From an optimization exercise on the open Yosys and OpenROAD flow, aimed at small area, a short achievable clock period and few clock cycles; shortcuts taken in it are not production practice.
Only simulation tests tie the RTL to the original design; equivalence was not proved.
Power figures rest on the tool's default switching activity, not on a simulated workload.

## design/flow/design.v

```verilog
module mpt_core (
    input  wire        clk,
    input  wire        rst,         
    input  wire        bus_req,     
    input  wire        bus_we,      
    input  wire [20:0] bus_slot,    
    input  wire [63:0] bus_wdata,
    output reg  [63:0] bus_rdata,   
    output wire        irq
);
    localparam W        = 16;
    localparam DEPTH    = 32;
    localparam S_ID     = 21'h00;
    localparam S_CTRL   = 21'h01;
    localparam S_STATUS = 21'h02;
    localparam S_CMD    = 21'h03;
    localparam S_P      = 21'h04;
    localparam S_MPN    = 21'h05;
    localparam S_LMASK  = 21'h06;
    localparam S_ABASE  = 21'h07;
    localparam S_ALEN   = 21'h08;
    localparam S_CBASE  = 21'h09;
    localparam S_CLEN   = 21'h0A;
    localparam S_BVAL   = 21'h0B;
    localparam S_OPA    = 21'h0C;
    localparam S_OPB    = 21'h0D;
    localparam S_RLO    = 21'h0E;
    localparam S_RHI    = 21'h0F;
    localparam S_PASSES = 21'h10;
    localparam S_EINFO  = 21'h11;
    localparam OP_NOP   = 8'h00;
    localparam OP_KADD  = 8'h01;
    localparam OP_KSUB  = 8'h02;
    localparam OP_KMUL  = 8'h03;
    localparam OP_KODD  = 8'h04;
    localparam OP_ADDL  = 8'h10;
    localparam OP_SUBL  = 8'h11;
    localparam OP_SQR   = 8'h20;
    localparam OP_RED   = 8'h30;
    localparam OP_RPASS = 8'h31;
    localparam OP_MKMP  = 8'h32;
    localparam OP_CLR   = 8'h40;
    localparam E_ILLEGAL  = 3'd1;
    localparam E_BADOFF   = 3'd2;
    localparam E_BADP     = 3'd3;
    localparam E_LENGTH   = 3'd4;
    localparam E_RANGE    = 3'd5;
    localparam E_OVERLAP  = 3'd6;
    localparam E_CAPACITY = 3'd7;
    localparam T_KAS   = 0;      
    localparam T_KODD  = 1;
    localparam T_KM0   = 2;
    localparam T_KM    = 3;
    localparam T_LIN0  = 4;
    localparam T_LIN   = 5;
    localparam T_SQ    = 6;
    localparam T_RPF   = 7;
    localparam T_RP    = 8;
    localparam T_RINC  = 9;
    localparam T_MK0   = 10;
    localparam T_MK1   = 11;
    localparam T_MK2   = 12;
    localparam T_CLR0  = 13;
    localparam T_FIN   = 14;
    localparam T_ERR   = 15;
    localparam NT      = 16;
    reg        capchk, ie;
    reg        busy, done, err, ovr, flag_c, flag_z;
    reg [2:0]  ecode;
    reg [15:0] cmd_word;
    reg        cmd_rsvx;          
    reg [31:0] p_reg;
    reg [31:0] abase, alen, cbase, clen;
    reg [W-1:0] bval, opa, opb, rlo, rhi;
    reg [9:0]  passes;            
    reg [15:0] einfo;
    reg [W*DEPTH-1:0] lmv;         
    wire [W-1:0] lm [0:DEPTH-1];
    wire [DEPTH-1:0] nzv;          
    genvar g;
    generate
        for (g = 0; g < DEPTH; g = g + 1) begin : g_lm
            assign lm[g]  = lmv[W*g +: W];
            assign nzv[g] = |lmv[W*g +: W];
        end
    endgenerate
    wire        p_frac   = (p_reg[3:0] != 4'd0);
    wire [31:0] mpn      = {4'd0, p_reg[31:4]} + {31'd0, p_frac};      
    wire [5:0]  mpn6     = p_reg[9:4] + {5'd0, p_frac};               
    wire        mpn_big  = (p_reg[31:10] != 22'd0) || (p_reg[9] && p_reg[8:0] != 9'd0);    
    wire [3:0]  pm       = p_reg[3:0];
    wire [W-1:0] lmask   = (pm == 4'd0) ? {W{1'b1}} : (({{(W-1){1'b0}}, 1'b1} << pm) - 1'b1);
    wire [6:0]  a_end7 = {1'b0, abase[5:0]} + {1'b0, alen[5:0]};
    wire [6:0]  c_end7 = {1'b0, cbase[5:0]} + {1'b0, clen[5:0]};
    wire        a_out  = (abase[31:6] != 26'd0) || (alen[31:6] != 26'd0) || (a_end7 > 7'd32);
    wire        c_out  = (cbase[31:6] != 26'd0) || (clen[31:6] != 26'd0) || (c_end7 > 7'd32);
    wire        n_zero = (alen == 32'd0);
    wire        m_zero = (clen == 32'd0);
    wire        badp   = (p_reg[31:1] == 31'd0);
    wire        c_lt_2a  = {1'b0, clen} < {alen, 1'b0};
    wire        c_lt_mpn = (clen[31:28] == 4'd0) && (p_reg > {clen[27:0], 4'd0});
    wire        a_lt_mpn = (alen[31:28] == 4'd0) && (p_reg > {alen[27:0], 4'd0});
    wire        c_lt_a   = clen < alen;
    wire [5:0]  n6     = alen[5:0];
    wire [4:0]  a0     = abase[4:0];
    wire [4:0]  c0     = cbase[4:0];
    wire [5:0]  a_end6 = a_end7[5:0];
    wire [5:0]  c_end6 = c_end7[5:0];
    wire        ovl    = ({1'b0, abase[5:0]} < c_end7) && ({1'b0, cbase[5:0]} < a_end7);
    wire [5:0]  mpn_t  = mpn_big ? 6'd63 : (mpn6 - 6'd1);
    wire [10:0] p_off  = (p_reg[31:11] != 21'd0) ? 11'h7FF : p_reg[10:0];
    wire [4:0]  a0q    = a0 + p_reg[8:4];      
    wire [2:0] e_lin  = n_zero ? E_LENGTH : (a_out ? E_RANGE : 3'd0);
    wire [2:0] e_sqr  = (n_zero || m_zero || c_lt_2a) ? E_LENGTH :
                        ((a_out || c_out) ? E_RANGE : (ovl ? E_OVERLAP : 3'd0));
    wire [2:0] e_red  = badp ? E_BADP : ((n_zero || m_zero || c_lt_mpn) ? E_LENGTH :
                        ((a_out || c_out) ? E_RANGE : (ovl ? E_OVERLAP : 3'd0)));
    wire [2:0] e_rps  = badp ? E_BADP : ((n_zero || m_zero || c_lt_a) ? E_LENGTH :
                        ((a_out || c_out) ? E_RANGE : (ovl ? E_OVERLAP : 3'd0)));
    wire [2:0] e_mkmp = badp ? E_BADP : ((m_zero || c_lt_mpn) ? E_LENGTH : (c_out ? E_RANGE : 3'd0));
    wire [2:0] e_clr  = m_zero ? E_LENGTH : (c_out ? E_RANGE : 3'd0);
    wire host_wr  = bus_req && bus_we;
    wire host_rd  = bus_req && !bus_we;
    wire slot_lm  = (bus_slot[20:5] == 16'h1000);
    wire rz       = (bus_slot[20:5] == 16'h0000);
    wire [4:0] rs = bus_slot[4:0];
    wire slot_reg = rz && (rs <= 5'h11);
    wire [4:0] slot_idx = bus_slot[4:0];
    wire host_lm_we = host_wr && slot_lm && !busy;
    wire cmd_wr     = host_wr && rz && (rs == 5'h03) && !busy;
    wire accept     = cmd_wr && !err;
    wire [15:0] in_word = bus_wdata[15:0];
    wire [7:0]  in_opc  = in_word[7:0];
    wire [5:0]  in_imm  = in_word[13:8];
    wire        w_hz    = (bus_wdata[63:14] == 50'd0);
    wire        w_iz    = (in_imm == 6'd0);
    wire        o_nop   = (in_opc == OP_NOP);
    wire        o_kadd  = (in_opc == OP_KADD);
    wire        o_ksub  = (in_opc == OP_KSUB);
    wire        o_kmul  = (in_opc == OP_KMUL);
    wire        o_kodd  = (in_opc == OP_KODD);
    wire        o_addl  = (in_opc == OP_ADDL);
    wire        o_subl  = (in_opc == OP_SUBL);
    wire        o_sqr   = (in_opc == OP_SQR);
    wire        o_red   = (in_opc == OP_RED);
    wire        o_rps   = (in_opc == OP_RPASS);
    wire        o_mkmp  = (in_opc == OP_MKMP);
    wire        o_clr   = (in_opc == OP_CLR);
    wire        o_known = o_nop || o_kadd || o_ksub || o_kmul || o_kodd || o_addl || o_subl ||
                          o_sqr || o_red || o_rps || o_mkmp || o_clr;
    wire        w_legal = w_hz && o_known && (o_kodd || w_iz);
    wire k_nop  = w_legal && o_nop;
    wire k_kas  = w_legal && (o_kadd || o_ksub || (o_kodd && !in_imm[5] && !in_imm[4]));
    wire k_kmul = w_legal && o_kmul;
    wire k_lin  = w_legal && (o_addl || o_subl) && (e_lin == 3'd0);
    wire k_sqr  = w_legal && o_sqr  && (e_sqr  == 3'd0);
    wire k_red  = w_legal && ((o_red && e_red == 3'd0) || (o_rps && e_rps == 3'd0));
    wire k_mkmp = w_legal && o_mkmp && (e_mkmp == 3'd0);
    wire k_clr  = w_legal && o_clr  && (e_clr  == 3'd0);
    wire k_ok   = k_nop || k_kas || k_kmul || k_lin || k_sqr || k_red || k_mkmp || k_clr;
    wire [7:0] c_opc = cmd_word[7:0];
    reg  [2:0] chk_err;
    always @(*) begin
        if (cmd_rsvx || cmd_word[15:14] != 2'b00 ||
            !(c_opc == OP_NOP || c_opc == OP_KADD || c_opc == OP_KSUB || c_opc == OP_KMUL ||
              c_opc == OP_KODD || c_opc == OP_ADDL || c_opc == OP_SUBL || c_opc == OP_SQR ||
              c_opc == OP_RED || c_opc == OP_RPASS || c_opc == OP_MKMP || c_opc == OP_CLR) ||
            (c_opc != OP_KODD && cmd_word[13:8] != 6'd0))
                                   chk_err = E_ILLEGAL;
        else if (c_opc == OP_KODD) chk_err = E_BADOFF;
        else if (c_opc == OP_ADDL || c_opc == OP_SUBL) chk_err = e_lin;
        else if (c_opc == OP_SQR)  chk_err = e_sqr;
        else if (c_opc == OP_RED)  chk_err = e_red;
        else if (c_opc == OP_RPASS) chk_err = e_rps;
        else if (c_opc == OP_MKMP) chk_err = e_mkmp;
        else                       chk_err = e_clr;
    end
    reg [NT-1:0] st;          
    reg [4:0]   p0a, p1a;     
    reg         sub_ok_q, sub_vq;
    reg [W-1:0] sub_d_q;
    reg         lwr;          
    reg [5:0]   ci;           
    reg         lv;           
    reg [5:0]   li;
    reg [4:0]   la;
    reg         lcy;
    reg         lfin;         
    reg         acc_nz;
    reg [4:0]   sg, si, sj, silo;    
    reg [4:0]   gp, gp1;             
    reg         sact;
    reg [W-1:0] ra, bl, bh;   
    reg         dl, s1v, s1e, s1k;
    reg [4:0]   s1g;
    reg [48:0]  mps, mpc;     
    reg         s2v, s2e, s2k;
    reg [4:0]   s2g;
    reg [4:0]   s2wa;         
    reg         s2last;
    reg [54:0]  acc;
    reg [5:0]   rp_i;
    reg [7:0]   rp_wi;
    reg         rp_act;
    reg         q_v, q_last, q_lo, q_tp, q_first;
    reg [4:0]   q_wa;
    reg [W-1:0] q_w;
    reg [W-1:0] wl;
    reg         pass1, is_rp;
    reg [5:0]   plen;
    reg         ltop;
    reg [5:0]   tidx;
    reg [10:0]  off;
    reg         cy;
    reg         c0mp, cnz, lmp, lnz, l0ones, l0pm1, uones;
    reg [W-1:0] l0;
    reg [5:0]   nzlo;
    reg [4:0]   mk_a;         
    reg         rw_act, rw_fill;
    reg [5:0]   rw_lo, rw_hi;
    wire [4:0] r0a = busy ? p0a : a0;
    wire [4:0] r1a = busy ? p1a : (host_rd ? slot_idx : (in_word[4] ? a0q : (a0 + 5'd1)));
    wire [W-1:0] r0d = lm[r0a];
    wire [W-1:0] r1d = lm[r1a];
    wire [W-1:0] hrd = r1d;
    wire [5:0] nq_lo = busy ? nzlo : ({1'b0, a0} + 6'd1);
    reg  [DEPTH-1:0] nq_m;
    integer k;
    always @(*) begin
        for (k = 0; k < DEPTH; k = k + 1)
            nq_m[k] = (k >= nq_lo) && (k < a_end6);
    end
    wire anynz = |(nzv & nq_m);
    wire [W-1:0] lin_op   = (li == 6'd0) ? bval : {{(W-1){1'b0}}, lcy};
    wire         lin_add  = (cmd_word[7:0] == OP_ADDL);
    wire [W:0]   lin_res  = lin_add ? ({1'b0, ra} + {1'b0, lin_op}) : ({1'b0, ra} - {1'b0, lin_op});
    wire         lin_last = (li == n6 - 6'd1);
    wire [W:0]   sub0     = {1'b0, r0d} - {1'b0, bval};
    wire [W:0]   k_add    = {1'b0, opa} + {1'b0, opb};
    wire [W:0]   k_sub    = {1'b0, opa} - {1'b0, opb};
    wire [2*W-1:0] fs_out = {q_w, wl} >> off[3:0];
    wire [32:0]  sq_b     = {bh, (dl ? {bl, 1'b0} : {1'b0, bl})};
    wire [48:0]  pp [0:15];
    generate
        for (g = 0; g < 16; g = g + 1) begin : g_pp
            assign pp[g] = {16'd0, sq_b & {33{ra[g]}}} << g;
        end
    endgenerate
    function [97:0] csa;
        input [48:0] x, y, z;
        begin
            csa = {((x & y) | (x & z) | (y & z)) << 1, x ^ y ^ z};
        end
    endfunction
    wire [97:0] t1a = csa(pp[0],  pp[1],  pp[2]);
    wire [97:0] t1b = csa(pp[3],  pp[4],  pp[5]);
    wire [97:0] t1c = csa(pp[6],  pp[7],  pp[8]);
    wire [97:0] t1d = csa(pp[9],  pp[10], pp[11]);
    wire [97:0] t1e = csa(pp[12], pp[13], pp[14]);
    wire [97:0] t2a = csa(t1a[48:0],  t1a[97:49], t1b[48:0]);
    wire [97:0] t2b = csa(t1b[97:49], t1c[48:0],  t1c[97:49]);
    wire [97:0] t2c = csa(t1d[48:0],  t1d[97:49], t1e[48:0]);
    wire [97:0] t3a = csa(t2a[48:0],  t2a[97:49], t2b[48:0]);
    wire [97:0] t3b = csa(t2b[97:49], t2c[48:0],  t2c[97:49]);
    wire [97:0] t4a = csa(t3a[48:0],  t3a[97:49], t3b[48:0]);
    wire [97:0] t4b = csa(t3b[97:49], t1e[97:49], pp[15]);
    wire [97:0] t5a = csa(t4a[48:0],  t4a[97:49], t4b[48:0]);
    wire [97:0] t6a = csa(t5a[48:0],  t5a[97:49], t4b[97:49]);
    wire [54:0]  s2_x     = acc ^ {6'd0, mps} ^ {6'd0, mpc};
    wire [54:0]  s2_y     = ((acc & {6'd0, mps}) | (acc & {6'd0, mpc}) | ({6'd0, mps} & {6'd0, mpc})) << 1;
    wire [54:0]  sq_tot   = s2_x + s2_y;
    wire         s_diag   = (si == sg);
    wire         s_end    = (si == silo);
    wire         s_hiok   = ({1'b0, sj} < n6);
    wire [4:0]   ng       = sg + 5'd1;
    wire [5:0]   ng2p1    = {ng, 1'b1};                  
    wire [5:0]   nilo6    = (ng2p1 > n6) ? (ng2p1 - n6) : 6'd0;    
    wire [W-1:0] m_c0   = q_lo ? {W{1'b1}} : (q_tp ? lmask : {W{1'b0}});    
    wire [W-1:0] m_cv   = is_rp ? {W{1'b1}} : m_c0;
    wire [W-1:0] pcv    = fs_out[W-1:0] & m_cv;
    wire [W-1:0] pc0m   = ra & m_c0;
    wire [W:0]   pu     = {1'b0, pc0m} + {1'b0, pcv} + {{W{1'b0}}, cy};
    wire [W-1:0] pout   = pu[W-1:0] & m_cv;
    wire         pe     = (!is_rp && q_tp && pm != 4'd0) ? pu[pm] : pu[W];
    wire         phib   = |(fs_out & {{W{1'b1}}, ~lmask});
    function sum_eq;
        input [W-1:0] x, y, kk, msk;
        input         cin;
        reg   [W-1:0] t, c;
        begin
            t = x ^ y ^ kk;
            c = {((x[W-2:0] & y[W-2:0]) | ((x[W-2:0] | y[W-2:0]) & ~kk[W-2:0])), cin};
            sum_eq = &((t ~^ c) | ~msk);
        end
    endfunction
    wire         eq_mp  = sum_eq(pc0m, pcv, m_c0, m_cv, cy);             
    wire         eq_mp1 = sum_eq(pc0m, pcv, m_c0 - 1'b1, m_cv, cy);      
    wire         eq_z   = sum_eq(pc0m, pcv, {W{1'b0}}, m_cv, cy);        
    wire         f_lmp  = lmp & eq_mp & ltop;
    wire         f_lnz  = lnz | !eq_z;
    wire         f_cnz  = cnz | (pcv != {W{1'b0}});
    wire         f_c0mp = c0mp & (pc0m == m_c0) & ltop;
    wire         f_X    = ltop & (phib | anynz);
    wire         f_H    = f_X | pe;
    wire         f_l0on = q_first ? eq_mp : l0ones;
    wire [11:0]  off_nx = {1'b0, off} + {1'b0, p_off};
    wire [10:0]  off_n  = off_nx[11] ? 11'h7FF : off_nx[10:0];
    function [5:0] nz_from;
        input [4:0] b;
        input [6:0] li;
        input [5:0] len;
        reg   [8:0] s;
        begin
            s = {4'd0, b} + {2'd0, li} + {3'd0, len} + 9'd1;
            nz_from = (s > 9'd32) ? 6'd32 : s[5:0];
        end
    endfunction
    wire [31:0] rd_reg =
          ({32{rs == 5'h00}} & 32'h4D50_0110)
        | ({32{rs == 5'h01}} & {30'd0, ie, capchk})
        | ({32{rs == 5'h02}} & {21'd0, ecode, 2'b00, flag_z, flag_c, ovr, err, done, busy})
        | ({32{rs == 5'h03}} & {16'd0, cmd_word})
        | ({32{rs == 5'h04}} & p_reg)
        | ({32{rs == 5'h05}} & mpn)
        | ({32{rs == 5'h06}} & {16'd0, lmask})
        | ({32{rs == 5'h07}} & abase)
        | ({32{rs == 5'h08}} & alen)
        | ({32{rs == 5'h09}} & cbase)
        | ({32{rs == 5'h0A}} & clen)
        | ({32{rs == 5'h0B}} & {16'd0, bval})
        | ({32{rs == 5'h0C}} & {16'd0, opa})
        | ({32{rs == 5'h0D}} & {16'd0, opb})
        | ({32{rs == 5'h0E}} & {16'd0, rlo})
        | ({32{rs == 5'h0F}} & {16'd0, rhi})
        | ({32{rs == 5'h10}} & {22'd0, passes})
        | ({32{rs == 5'h11}} & {16'd0, einfo});
    wire [31:0] rd_lo  = ({32{rz}} & rd_reg) | ({32{slot_lm}} & {16'd0, hrd});
    wire [63:0] rd_val = {26'd0, rz && rs == 5'h00, 5'd0, rd_lo};
    assign irq = ie && (done || err);
    reg          dwe, dw2;
    reg [4:0]    dw_a;
    reg [W-1:0]  dw_lo, dw_hi;
    always @(*) begin
        dwe = 1'b0; dw2 = 1'b0; dw_a = q_wa; dw_lo = pout; dw_hi = pout;
        if (st[T_LIN]) begin
            dwe = lv && lwr; dw_a = la; dw_lo = lin_res[W-1:0]; dw_hi = lin_res[W-1:0];
        end
        if (st[T_SQ]) begin
            dwe = s2v && s2e; dw2 = 1'b1; dw_a = s2wa; dw_lo = sq_tot[W-1:0]; dw_hi = sq_tot[2*W-1:W];
        end
        if (st[T_RP]) begin
            dwe = q_v;
        end
        if (st[T_RINC]) begin
            dwe = 1'b1; dw_a = c0; dw_lo = l0 + 1'b1; dw_hi = l0 + 1'b1;
        end
        if (st[T_MK2]) begin
            dwe = 1'b1; dw_a = mk_a; dw_lo = lmask; dw_hi = lmask;
        end
    end
    wire [4:0] dw_b = dw_a + 5'd1;
    wire       dw_sw = dw_a[0];                
    wire       rg_on = busy && rw_act;
    reg  [DEPTH-1:0] rg_m;
    always @(*) begin
        for (k = 0; k < DEPTH; k = k + 1)
            rg_m[k] = (k >= rw_lo) && (k < rw_hi);
    end
    wire acc_subl = accept && k_lin && o_subl && sub_vq && sub_ok_q;
    wire [W-1:0] wd_e = host_lm_we ? bus_wdata[W-1:0] :
                        !busy      ? sub_d_q :
                        rg_on      ? {W{rw_fill}} :
                        (dw_sw ? dw_hi : dw_lo);
    wire [W-1:0] wd_o = host_lm_we ? bus_wdata[W-1:0] :
                        !busy      ? sub_d_q :
                        rg_on      ? {W{rw_fill}} :
                        (dw_sw ? dw_lo : dw_hi);
    generate
        for (g = 0; g < DEPTH; g = g + 1) begin : g_lmw
            wire we = (host_lm_we && slot_idx == g) ||
                      (acc_subl && a0 == g) ||
                      (rg_on && rg_m[g]) ||
                      (busy && dwe && (dw_a == g || (dw2 && dw_b == g)));
            always @(posedge clk)
                if (we) lmv[W*g +: W] <= (g % 2 == 0) ? wd_e : wd_o;
        end
    endgenerate
    always @(posedge clk) begin
        if (host_rd)
            bus_rdata <= rd_val;
        sub_ok_q <= !sub0[W];
        sub_d_q  <= sub0[W-1:0];
        sub_vq   <= !rst && !busy && !cmd_wr && !(host_wr && (bus_slot == S_ABASE || bus_slot == S_BVAL || slot_lm));
        mps <= t6a[48:0];
        mpc <= t6a[97:49];
        s2v <= s1v; s2e <= s1e; s2k <= s1k; s2g <= s1g;
        s2wa <= c0 + {s1g[3:0], 1'b0};
        s2last <= (s1g == n6[4:0] - 5'd1);
        s1v <= 1'b0;
        s1k <= 1'b0;
        rw_act <= 1'b0;
        if (!busy) begin
            ra <= r0d; bl <= r0d; bh <= (n6 != 6'd1) ? r1d : {W{1'b0}}; dl <= 1'b0;
            s1e <= 1'b1; s1g <= 5'd0;
            acc_nz <= (r0d != {W{1'b0}});
            sg <= 5'd1; si <= 5'd1; sj <= 5'd2;
            silo <= (n6 < 6'd3) ? (5'd3 - n6[4:0]) : 5'd0;
            sact <= (n6 != 6'd1);
            p0a <= in_opc[4] ? a0 : (a0 + 5'd1);
            p1a <= in_opc[4] ? (a0q + 5'd1) : (a0 + 5'd2);
            gp <= a0 + 5'd2; gp1 <= a0 + 5'd3;
            acc <= 55'd0;
            off <= p_off; pass1 <= 1'b1; cy <= 1'b0; q_v <= 1'b0;
            wl  <= (p_off[10:4] < {1'b0, n6}) ? r1d : {W{1'b0}};
            rp_wi <= {1'b0, p_off[10:4]} + 8'd1;
            rp_i <= 6'd0; rp_act <= 1'b1;
            c0mp <= 1'b1; cnz <= 1'b0; lmp <= 1'b1; lnz <= 1'b0; uones <= 1'b1;
            nzlo <= nz_from(a0, p_off[10:4], mpn6);
            is_rp <= in_opc[0];
            plen  <= in_opc[0] ? n6 : mpn6;
            ltop  <= in_opc[0] ? !a_lt_mpn : 1'b1;
            tidx <= mpn_t;
            rw_fill <= 1'b0;
            rw_lo <= {1'b0, c0} + (in_opc[4] ? (in_opc[0] ? n6 : mpn6) : {n6[4:0], 1'b0});
            rw_hi <= c_end6;
        end
        if (host_wr) begin
            if (bus_slot == S_STATUS) begin
                if (bus_wdata[1]) done <= 1'b0;
                if (bus_wdata[2]) begin err <= 1'b0; ecode <= 3'd0; end
                if (bus_wdata[3]) ovr <= 1'b0;
            end else if (busy) begin
                if (slot_reg || slot_lm) ovr <= 1'b1;
            end else begin
                case (bus_slot)
                    S_CTRL:  begin capchk <= bus_wdata[0]; ie <= bus_wdata[1]; end
                    S_CMD:   if (err) ovr <= 1'b1;
                    S_P:     p_reg <= bus_wdata[31:0];
                    S_ABASE: abase <= bus_wdata[31:0];
                    S_ALEN:  alen  <= bus_wdata[31:0];
                    S_CBASE: cbase <= bus_wdata[31:0];
                    S_CLEN:  clen  <= bus_wdata[31:0];
                    S_BVAL:  bval  <= bus_wdata[W-1:0];
                    S_OPA:   opa   <= bus_wdata[W-1:0];
                    S_OPB:   opb   <= bus_wdata[W-1:0];
                    default: ;
                endcase
            end
        end
        if (accept) begin
            cmd_word <= in_word;
            cmd_rsvx <= (bus_wdata[63:16] != 48'd0);
            done     <= 1'b0;
            if (!k_ok) begin
                busy <= 1'b1; st <= (1 << T_ERR);
            end
            if (k_nop) done <= 1'b1;
            if (k_kas) begin busy <= 1'b1; st <= (1 << T_KAS); end
            if (k_kmul) begin busy <= 1'b1; st <= (1 << T_KM0); end
            if (k_lin) begin
                if (o_subl && sub_vq && sub_ok_q) begin
                    flag_c <= 1'b0;
                    flag_z <= (sub_d_q == {W{1'b0}}) && !anynz;
                    done   <= 1'b1;
                end else begin
                    busy <= 1'b1; st <= (1 << T_LIN0);
                end
            end
            if (k_sqr) begin
                busy <= 1'b1; st <= (1 << T_SQ);
                s1v <= 1'b1; rw_act <= 1'b1;
            end
            if (k_red) begin
                busy <= 1'b1; st <= (1 << T_RP);
                rw_act <= 1'b1;
            end
            if (k_mkmp) begin busy <= 1'b1; st <= (1 << T_MK0); end
            if (k_clr) begin busy <= 1'b1; st <= (1 << T_CLR0); end
        end
        if (st[T_KAS]) begin
            if (cmd_word[2:0] == 3'd4) begin
                q_w <= opb; wl <= opa; off <= {7'd0, cmd_word[11:8]};
                st <= (1 << T_KODD);
            end else begin
                if (cmd_word[1]) begin
                    rlo <= k_sub[W-1:0]; rhi <= {{(W-1){1'b0}}, k_sub[W]};
                end else begin
                    rlo <= k_add[W-1:0]; rhi <= {{(W-1){1'b0}}, k_add[W]};
                end
                busy <= 1'b0; done <= 1'b1; st <= {NT{1'b0}};
            end
        end
        if (st[T_KODD]) begin
            rlo <= fs_out[W-1:0]; rhi <= {W{1'b0}};
            busy <= 1'b0; done <= 1'b1; st <= {NT{1'b0}};
        end
        if (st[T_KM0]) begin
            ra <= opa; bl <= opb; bh <= {W{1'b0}}; dl <= 1'b0;
            s1k <= 1'b1; acc <= 55'd0;
            st <= (1 << T_KM);
        end
        if (st[T_KM] && s2k) begin
            rlo <= sq_tot[W-1:0]; rhi <= sq_tot[2*W-1:W];
            busy <= 1'b0; done <= 1'b1; st <= {NT{1'b0}};
        end
        if (st[T_LIN0]) begin
            p0a <= a0; ci <= 6'd0; lv <= 1'b0; lwr <= 1'b0; lcy <= 1'b0; lfin <= 1'b0;
            st <= (1 << T_LIN);
        end
        if (st[T_LIN]) begin
            lv <= (ci < n6);
            if (ci < n6) begin
                ra <= r0d; li <= ci; la <= p0a;
                ci <= ci + 6'd1; p0a <= p0a + 5'd1;
            end
            lfin <= lv && lin_last;
            if (lv) begin
                lcy <= lin_res[W];
                if (lwr && lin_res[W-1:0] != {W{1'b0}}) acc_nz <= 1'b1;
            end
            if (lfin) begin
                if (!lwr) begin
                    if (lcy && capchk) begin
                        busy <= 1'b0; err <= 1'b1; ecode <= E_CAPACITY; einfo <= cmd_word;
                        st <= {NT{1'b0}};
                    end else begin
                        lwr <= 1'b1; ci <= 6'd0; p0a <= a0; lv <= 1'b0; lcy <= 1'b0;
                        acc_nz <= 1'b0;
                    end
                end else begin
                    flag_c <= lcy;
                    flag_z <= !acc_nz;
                    busy <= 1'b0; done <= 1'b1; st <= {NT{1'b0}};
                end
            end
        end
        if (st[T_SQ]) begin
            if (sact) begin
                if (s_diag && r0d != {W{1'b0}}) acc_nz <= 1'b1;
                ra <= r0d;
                bh <= s_hiok ? r1d : {W{1'b0}};
                bl <= s_diag ? r0d : bh;
                dl <= !s_diag;
                s1v <= 1'b1; s1e <= s_end; s1g <= sg;
                if (s_end) begin
                    if (ng == n6[4:0]) sact <= 1'b0;
                    sg <= ng; si <= ng; sj <= ng + 5'd1;
                    silo <= nilo6[4:0];
                    p0a <= gp; p1a <= gp1;
                    gp <= gp1; gp1 <= gp1 + 5'd1;
                end else begin
                    si <= si - 5'd1; sj <= sj + 5'd1;
                    p0a <= p0a - 5'd1; p1a <= p1a + 5'd1;
                end
            end
            if (s2v) begin
                if (s2e) begin
                    acc <= {32'd0, sq_tot[54:32]};
                    if (s2last) begin
                        flag_c <= 1'b0; flag_z <= !acc_nz;
                        busy <= 1'b0; done <= 1'b1; st <= {NT{1'b0}};
                    end
                end else
                    acc <= sq_tot;
            end
        end
        if (st[T_RPF]) begin
            wl  <= (off[10:4] < {1'b0, n6}) ? r1d : {W{1'b0}};
            rp_wi <= {1'b0, off[10:4]} + 8'd1;
            p1a <= p1a + 5'd1;
            p0a <= c0;
            rp_i <= 6'd0; rp_act <= 1'b1;
            c0mp <= 1'b1; cnz <= 1'b0; lmp <= 1'b1; lnz <= 1'b0; uones <= 1'b1;
            nzlo <= nz_from(a0, off[10:4], mpn6);
            st <= (1 << T_RP);
        end
        if (st[T_RP]) begin
            q_v <= rp_act;
            if (rp_act) begin
                ra  <= (pass1 && !(rp_i < n6)) ? {W{1'b0}} : r0d;
                q_w   <= (rp_wi < {2'b0, n6}) ? r1d : {W{1'b0}};
                q_first <= (rp_i == 6'd0);
                q_lo  <= (rp_i < tidx);
                q_tp  <= (rp_i == tidx);
                q_last <= (rp_i == plen - 6'd1);
                q_wa  <= c0 + rp_i[4:0];
                rp_i  <= rp_i + 6'd1;
                rp_wi <= rp_wi + 8'd1;
                p0a   <= p0a + 5'd1;
                p1a   <= p1a + 5'd1;
                if (rp_i == plen - 6'd1) rp_act <= 1'b0;
            end
            if (q_v) begin
                wl <= q_w;
                cy <= pu[W];
                if (pc0m != m_c0) c0mp <= 1'b0;
                if (pcv != {W{1'b0}}) cnz <= 1'b1;
                if (!eq_mp) lmp <= 1'b0;
                if (!eq_z) lnz <= 1'b1;
                if (q_first) begin
                    l0 <= pout; l0ones <= eq_mp; l0pm1 <= eq_mp1;
                end else if (!eq_mp)
                    uones <= 1'b0;
            end
            if (q_v && q_last) begin
                if (pass1 && !is_rp && !(f_cnz || f_X || f_c0mp)) begin
                    passes <= 10'd0;
                    flag_c <= 1'b0; flag_z <= !f_lnz;
                    busy <= 1'b0; done <= 1'b1; st <= {NT{1'b0}};
                end else begin
                    passes <= pass1 ? 10'd1 : passes + 10'd1;
                    if (f_lmp && (is_rp || !f_H)) begin
                        rw_act <= 1'b1; rw_fill <= 1'b0;
                        rw_lo <= {1'b0, c0}; rw_hi <= {1'b0, c0} + plen;
                        flag_c <= 1'b0; flag_z <= 1'b1;
                        st <= (1 << T_FIN);
                    end else if (is_rp || !f_H) begin
                        flag_c <= 1'b0; flag_z <= !f_lnz;
                        busy <= 1'b0; done <= 1'b1; st <= {NT{1'b0}};
                    end else if (!f_X && !f_l0on) begin
                        st <= (1 << T_RINC);
                    end else begin
                        off <= off_n;
                        p1a <= a0 + off_n[8:4];
                        cy  <= pe;
                        pass1 <= 1'b0;
                        st <= (1 << T_RPF);
                    end
                end
            end
        end
        if (st[T_RINC]) begin
            passes <= passes + 10'd1;
            flag_c <= 1'b0;
            if (uones && l0pm1) begin
                rw_act <= 1'b1; rw_fill <= 1'b0;
                rw_lo <= {1'b0, c0}; rw_hi <= {1'b0, c0} + plen;
                flag_z <= 1'b1;
                st <= (1 << T_FIN);
            end else begin
                flag_z <= 1'b0;
                busy <= 1'b0; done <= 1'b1; st <= {NT{1'b0}};
            end
        end
        if (st[T_MK0]) begin
            mk_a <= c0 + mpn6[4:0] - 5'd1;
            rw_act <= 1'b1; rw_fill <= 1'b1;
            rw_lo <= {1'b0, c0}; rw_hi <= {1'b0, c0} + mpn6 - 6'd1;
            st <= (1 << T_MK1);
        end
        if (st[T_MK1]) st <= (1 << T_MK2);
        if (st[T_MK2]) begin
            rw_act <= 1'b1; rw_fill <= 1'b0;
            rw_lo <= {1'b0, c0} + mpn6; rw_hi <= c_end6;
            flag_c <= 1'b0; flag_z <= 1'b0;
            st <= (1 << T_FIN);
        end
        if (st[T_CLR0]) begin
            rw_act <= 1'b1; rw_fill <= 1'b0;
            rw_lo <= {1'b0, c0}; rw_hi <= c_end6;
            flag_c <= 1'b0; flag_z <= 1'b1;
            st <= (1 << T_FIN);
        end
        if (st[T_ERR]) begin
            err <= 1'b1; ecode <= chk_err; einfo <= cmd_word;
            busy <= 1'b0; st <= {NT{1'b0}};
        end
        if (st[T_FIN]) begin
            busy <= 1'b0; done <= 1'b1; st <= {NT{1'b0}};
        end
        if (rst) begin
            capchk   <= 1'b1;  ie     <= 1'b0;
            busy     <= 1'b0;  done   <= 1'b0;  err <= 1'b0;  ovr <= 1'b0;
            flag_c   <= 1'b0;  flag_z <= 1'b0;  ecode <= 3'd0;
            cmd_word <= 16'd0;
            p_reg    <= 32'd0;
            abase    <= 32'd0; alen <= 32'd0; cbase <= 32'd0; clen <= 32'd0;
            bval     <= {W{1'b0}}; opa <= {W{1'b0}}; opb <= {W{1'b0}};
            rlo      <= {W{1'b0}}; rhi <= {W{1'b0}};
            passes   <= 10'd0; einfo <= 16'd0;
            st       <= {NT{1'b0}};
        end
    end
endmodule
```

## design/flow/run.sh

```bash
#!/bin/bash
# synth_recipe.tcl (not shown) runs the flow's synth.tcl, then flattens the netlist and writes it again
# the make line also repeats each setting of config.mk as NAME=value (left out here)
make -C /OpenROAD-flow-scripts/flow DESIGN_CONFIG=/design/flow/config.mk WORK_HOME=/design/flow/orfs CLKGATE_MAP_FILE= SYNTH_SCRIPT=/design/flow/synth_recipe.tcl finish
```

## design/flow/config.mk

```make
export PLATFORM = sky130hd
export DESIGN_NAME = mpt_core
export DESIGN_NICKNAME = mpt_core
export VERILOG_FILES = /design/flow/design.v
export SDC_FILE = /design/flow/constraint.sdc
export NUM_CORES = 4
export LEC_CHECK = 0
export CAP_MARGIN = 30
export CORE_MARGIN = 2
export CORE_UTILIZATION = 40
export SETUP_SLACK_MARGIN = 5
export SLEW_MARGIN = 30
```

## design/flow/constraint.sdc

```tcl
create_clock -name core_clock -period 12.0 [get_ports {clk}]
set_input_delay 2.4000 -clock core_clock [delete_from_list [all_inputs] [get_ports {clk}]]
set_output_delay 2.4000 -clock core_clock [all_outputs]
set_load 0.01 [all_outputs]
```

==> results.txt <==
[placed cells by master (no fill, tap or decap), types with 161 or more instances in the layout]
cell type,Yosys,routed
sky130_fd_sc_hd__nand2_1,1203,1193
sky130_fd_sc_hd__inv_1,724,723
sky130_fd_sc_hd__a21oi_1,731,721
sky130_fd_sc_hd__dfxtp_1,667,654
sky130_fd_sc_hd__edfxtp_1,612,612
sky130_fd_sc_hd__nor2_1,616,577
sky130_fd_sc_hd__fa_1,538,538
sky130_fd_sc_hd__ha_1,486,485
sky130_fd_sc_hd__a22oi_1,413,412
sky130_fd_sc_hd__and2_1,382,375
sky130_fd_sc_hd__o21ai_0,410,366
sky130_fd_sc_hd__buf_4,40,350
sky130_fd_sc_hd__nand3_1,253,250
sky130_fd_sc_hd__nor4_1,220,209
sky130_fd_sc_hd__xnor2_1,191,185
sky130_fd_sc_hd__clkbuf_16,0,161
[final cells by class]
| type | instances | area share, % |
|---|---|---|
| well taps | 3150 | 3.68 |
| clock inverters | 81 | 1.00 |
| inverters | 731 | 2.57 |
| flip-flops and latches | 1279 | 29.7 |
| clock buffers | 203 | 4.06 |
| multi-input cells | 7779 | 55.0 |
| diodes | 40 | 0.0936 |
| repair buffers | 497 | 3.96 |
[worst register-to-register path, cell delays in order (launching register included)]
cell,delay [ns]
sky130_fd_sc_hd__dfxtp_1,0.30
sky130_fd_sc_hd__buf_4,0.25
sky130_fd_sc_hd__nor4_4,0.32
sky130_fd_sc_hd__buf_4,0.36
sky130_fd_sc_hd__inv_1,0.07
sky130_fd_sc_hd__buf_4,0.25
sky130_fd_sc_hd__nand2_1,0.46
sky130_fd_sc_hd__a21o_1,0.23
sky130_fd_sc_hd__inv_1,0.09
sky130_fd_sc_hd__nor2_1,0.23
sky130_fd_sc_hd__inv_1,0.15
sky130_fd_sc_hd__ha_1,0.34
sky130_fd_sc_hd__a211oi_1,0.64
sky130_fd_sc_hd__nor2_1,0.14
sky130_fd_sc_hd__xor2_1,0.22
sky130_fd_sc_hd__a2111oi_0,0.51
sky130_fd_sc_hd__nand3_1,0.24
sky130_fd_sc_hd__a311oi_1,0.31
sky130_fd_sc_hd__nand3_1,0.13
sky130_fd_sc_hd__nand2_2,0.31
sky130_fd_sc_hd__a21oi_2,0.18
sky130_fd_sc_hd__or3_1,0.61
sky130_fd_sc_hd__a221o_1,0.41
sky130_fd_sc_hd__o22ai_1,0.12
[timing repair]
action / in CTS / in global routing
buffers inserted: 2 / 6
resized for setup: 8 / 32
pin swaps: 2 / 10
hold buffers: 0 / 0
endpoints found under the setup margin: 397 / 381
[cells by family (layout without fill, tap and decap cells)]
kind of cell    after synthesis  after routing
simple gates               3461           3461
compound gates             2707           2707
buf+inv                    1380           1512
flops                      1279           1279
fa+ha+maj                  1030           1030
xor+xnor                    329            329
mux                         221            221
other cells                   1             71
[stage by stage]
stage	cells	cell area [sq um]	hold slack [ns]	util [%]
floorplan	10400	94700	0.310	-
global placement	13400	101000	0.313	42.8
detailed placement	13400	101000	0.313	42.9
CTS	13700	106000	0.331	45.3
global route	13700	107000	0.330	45.4
finish	13800	107000	0.334	45.5
[metal layers]
layer	up-vias	GRT usage [%]
li1	37700	-
met1	47500	58.2
met2	7609	67.3
met3	1896	19.3
met4	58	31.8
met5	-	1.29
[power by group]
| group | switching (mW) | internal [mW] | total, mW |
|---|---|---|---|
| sequential | 0.127 | 4.71 | 4.83 |
| clock | 2.17 | 2.92 | 5.09 |
| combinational | 2.61 | 1.51 | 4.11 |
| total | 4.91 | 9.13 | 14.0 |
[worst paths after layout]
path | from | endpoint | slack (ns)
worst max-delay path | bus_wdata[16] | lmv[130] | 4.77
worst min-delay path | s1v | s2v | 0.33
worst max register to register | p_reg[1] | rw_hi[3] | 5.06
worst min register to register | s1v | s2v | 0.33
==> run_results.csv <==
group,metric,value,unit
grt,antenna_found_initial,97,
timing,final_setup_vio_count,0,
job,max_capacitance_violation_total,0,
place,dp_slack,3.60,ns
timing,report.final.slew_viol_count,0,
worst_setup_path,cpMaxStageDelayCell,"sky130_fd_sc_hd__nand3_1",
drt,wire_length_on_met1,216000,um
floorplan,core_area,0.235,sq mm
timing,postLayoutSetupSlackWorst,4.77,ns
place,routabilityCongestion,1.13,
floorplan,fp.dieH,490,um
clocking,tritoncts_clock_tree,"yes",
synthesis,post_synth_main_area_contributors,"sky130_fd_sc_hd__edfxtp_1 19%, sky130_fd_sc_hd__dfxtp_1 14%, sky130_fd_sc_hd__fa_1 11%, sky130_fd_sc_hd__ha_1 6.4%, sky130_fd_sc_hd__nand2_1 4.8%",
cells_and_area,footprint_of_the_multi_input_gates,0.0588,sq mm
timing,clock_skew,0.0582,ns
drt,detailedRoute.firstIterationViolations,15000,
drt,remaining_drc_errors,0,
worst_setup_path,path_max_fanout,16,
worst_setup_path,worstSetupEndpointType,"register",
synthesis,synth-seq-area-share,33.5,%
drt,via_count,94700,
cells_and_area,regArea,0.0318,sq mm
drt,routed_via_density,6.88,
floorplan,floorplan.initialDensity,40.2,%
status,status,"no timing/DRC/antenna violations",
drt,route.met2.wl,238000,um
grt,first_pass_grt_wire_length,782000,um
synthesis,syn-mean-instance-area,9.09,sq um
cells_and_area,post_route_cells_drive_above_1_share,9.42,%
worst_setup_path,critical_path.cell_chain,"clkdlybuf4s50_1 > nor4_2 > nand4_1 > nor3_2 > nand3_1 > or2_2 > or3_1 > nor2_2 > buf_4 > nand3_1 > o21ai_4",
worst_setup_path,worst_path_dominant_cell_family,"simple AND/OR/NAND/NOR gates",
synthesis,synthFlopType,"sky130_fd_sc_hd__dfxtp_1",
hold_path,hold_class,"register to register",
synthesis,synth_enable_flop_cells,612,
synthesis,synth-async-reset-ratio,0,%
worst_setup_path,cpPeakStageDelay,0.86,ns
cells_and_area,registers.top_by_ff_count,"lmv",
floorplan,die_width,490,um
synthesis,synth.cell_area,0.0946,sq mm
synthesis,synthesis.instances,10400,
grt,grt_overflow_total,0,
synthesis,yosys_warnings,1,
worst_setup_path,worst-endpoint-arrival,7.74,ns
worst_setup_path,cp.required,12.52,ns
worst_setup_path,crit_type,"input pin to register",
timing,worst_pin_slew,1.12,ns
timing,timing.final.crit_period,7.23,ns
synthesis,synth_cell_type_count,109,
synthesis,synth_simple_gate_area_share,17.7,%
drt,route.final.wire_length,587000,um
pwr,power,14.0,mW
worst_setup_path,critical_path.most_common_cell,"sky130_fd_sc_hd__nand3_1",
synthesis,post_synthesis_compound_gate_area_fraction,19.3,%
hold_path,hold_path_depth,0,
worst_setup_path,reg2reg_depth,23,
synthesis,synth_mux_area_share,2.79,%
clocking,clock_sinks,1279,
grt,maximum_number_of_pins_on_one_net_before_global_route_repair,195,
synthesis,yosys.cell_count.top_type,"sky130_fd_sc_hd__nand2_1",
timing,layout_worst_path_cycle_share,60.2,%
pwr,cellLeakagePower,40.9,nW
place,place.port_buffers,122,
drt,maxUsedRoutingLayer,"met5",
place,dpl.hpwl,449000,um
floorplan,core.rowCount,178,
timing,timing_hold_violations_final,0,
drt,drt-pass1-iter-count,8,
clocking,ctsHtreeMaxLevel,4,
synthesis,synth_common_cells,"1,203 x sky130_fd_sc_hd__nand2_1, 731 x sky130_fd_sc_hd__a21oi_1, 724 x sky130_fd_sc_hd__inv_1, 667 x sky130_fd_sc_hd__dfxtp_1, 616 x sky130_fd_sc_hd__nor2_1",
synthesis,post_synthesis_share_of_cell_area_spent_on_xor_and_xnor_gates,3.07,%
clocking,clk-insertion-delay-late,0.89,ns
grt,tot_gr_track_use,47.3,%
cells_and_area,largest_register_ff_count,512,
pwr,p_per_area,131,mW/mm^2
timing,relSlewSlack,24.4,%
timing,setup_total_neg_slack,0,ns
grt,number_of_global_route_vias_before_repair,89100,
drt,routed-wl-met3,82200,um
floorplan,pin_count,154,
drt,final_antenna_net_count,0,
timing,fmaxAchievable,138,MHz
synthesis,synth_largest_area_cell,"sky130_fd_sc_hd__edfxtp_1",
clocking,cts-buffers-inserted,155,
cells_and_area,reg.largest.list,"lmv (512), acc (55), mps (48)",
synthesis,synth-seq-cells,1279,
worst_setup_path,cp.buffers_inverters,2,
cells_and_area,area_overhead_of_the_layout_relative_to_synthesis,13.1,%
synthesis,synth_adder_area_share,17.9,%
clocking,buffer_type_at_the_clock_tree_root,"sky130_fd_sc_hd__clkbuf_16",
worst_setup_path,crit_path_start_kind,"input pin",
cells_and_area,design.final.nets,11600,
cells_and_area,nFillCells,22700,
pwr,irDropWorstVdd,0.000147,V
worst_setup_path,cp.depth,11,
synthesis,synth_largest_type_area_fraction,19.4,%
clocking,clock_tree_buf_depth,3,
clocking,cts.reportedPaths.clkPinSlew,0.07,ns
timing,grt_setup_unrepaired,"yes",
drt,mean_routed_wirelength_per_cell,42.7,um
synthesis,dominant_combinational_cell_family_by_area_after_synthesis,"compound AO/OA/AOI/OAI gates",
floorplan,full_die_area,0.240,sq mm
Testbench counts, summed over its fixed seeds: cycles 86,158.

## static timing again, ports no longer ideal
In the flow no input, the clock included, has a driving cell. The finished layout below was timed again as built, in two steps.
Step 1: set_driving_cell puts a clkbuf_16 on clk and a buf_2 on each other input, an assumption about the parent block.
Step 2 moves the port delays by t, midway between the first and last clock arrival at a register: inputs arrive t later, outputs are due t later. That takes back most of the time a late clock gives input paths.
a / b / c = ideal ports / drivers / drivers and shift; a / b = the first two.
shift t [ns]: 0.971
setup WS [ns]: 4.773 / 4.864 / 3.892
worst setup path after step 2: input to register
clock arrival spread, ns: 0.063 / 0.063
After both steps this run still meets setup and hold. The setup slack of this run moves by +0.091 ns with the drivers and by -0.881 ns with both steps.
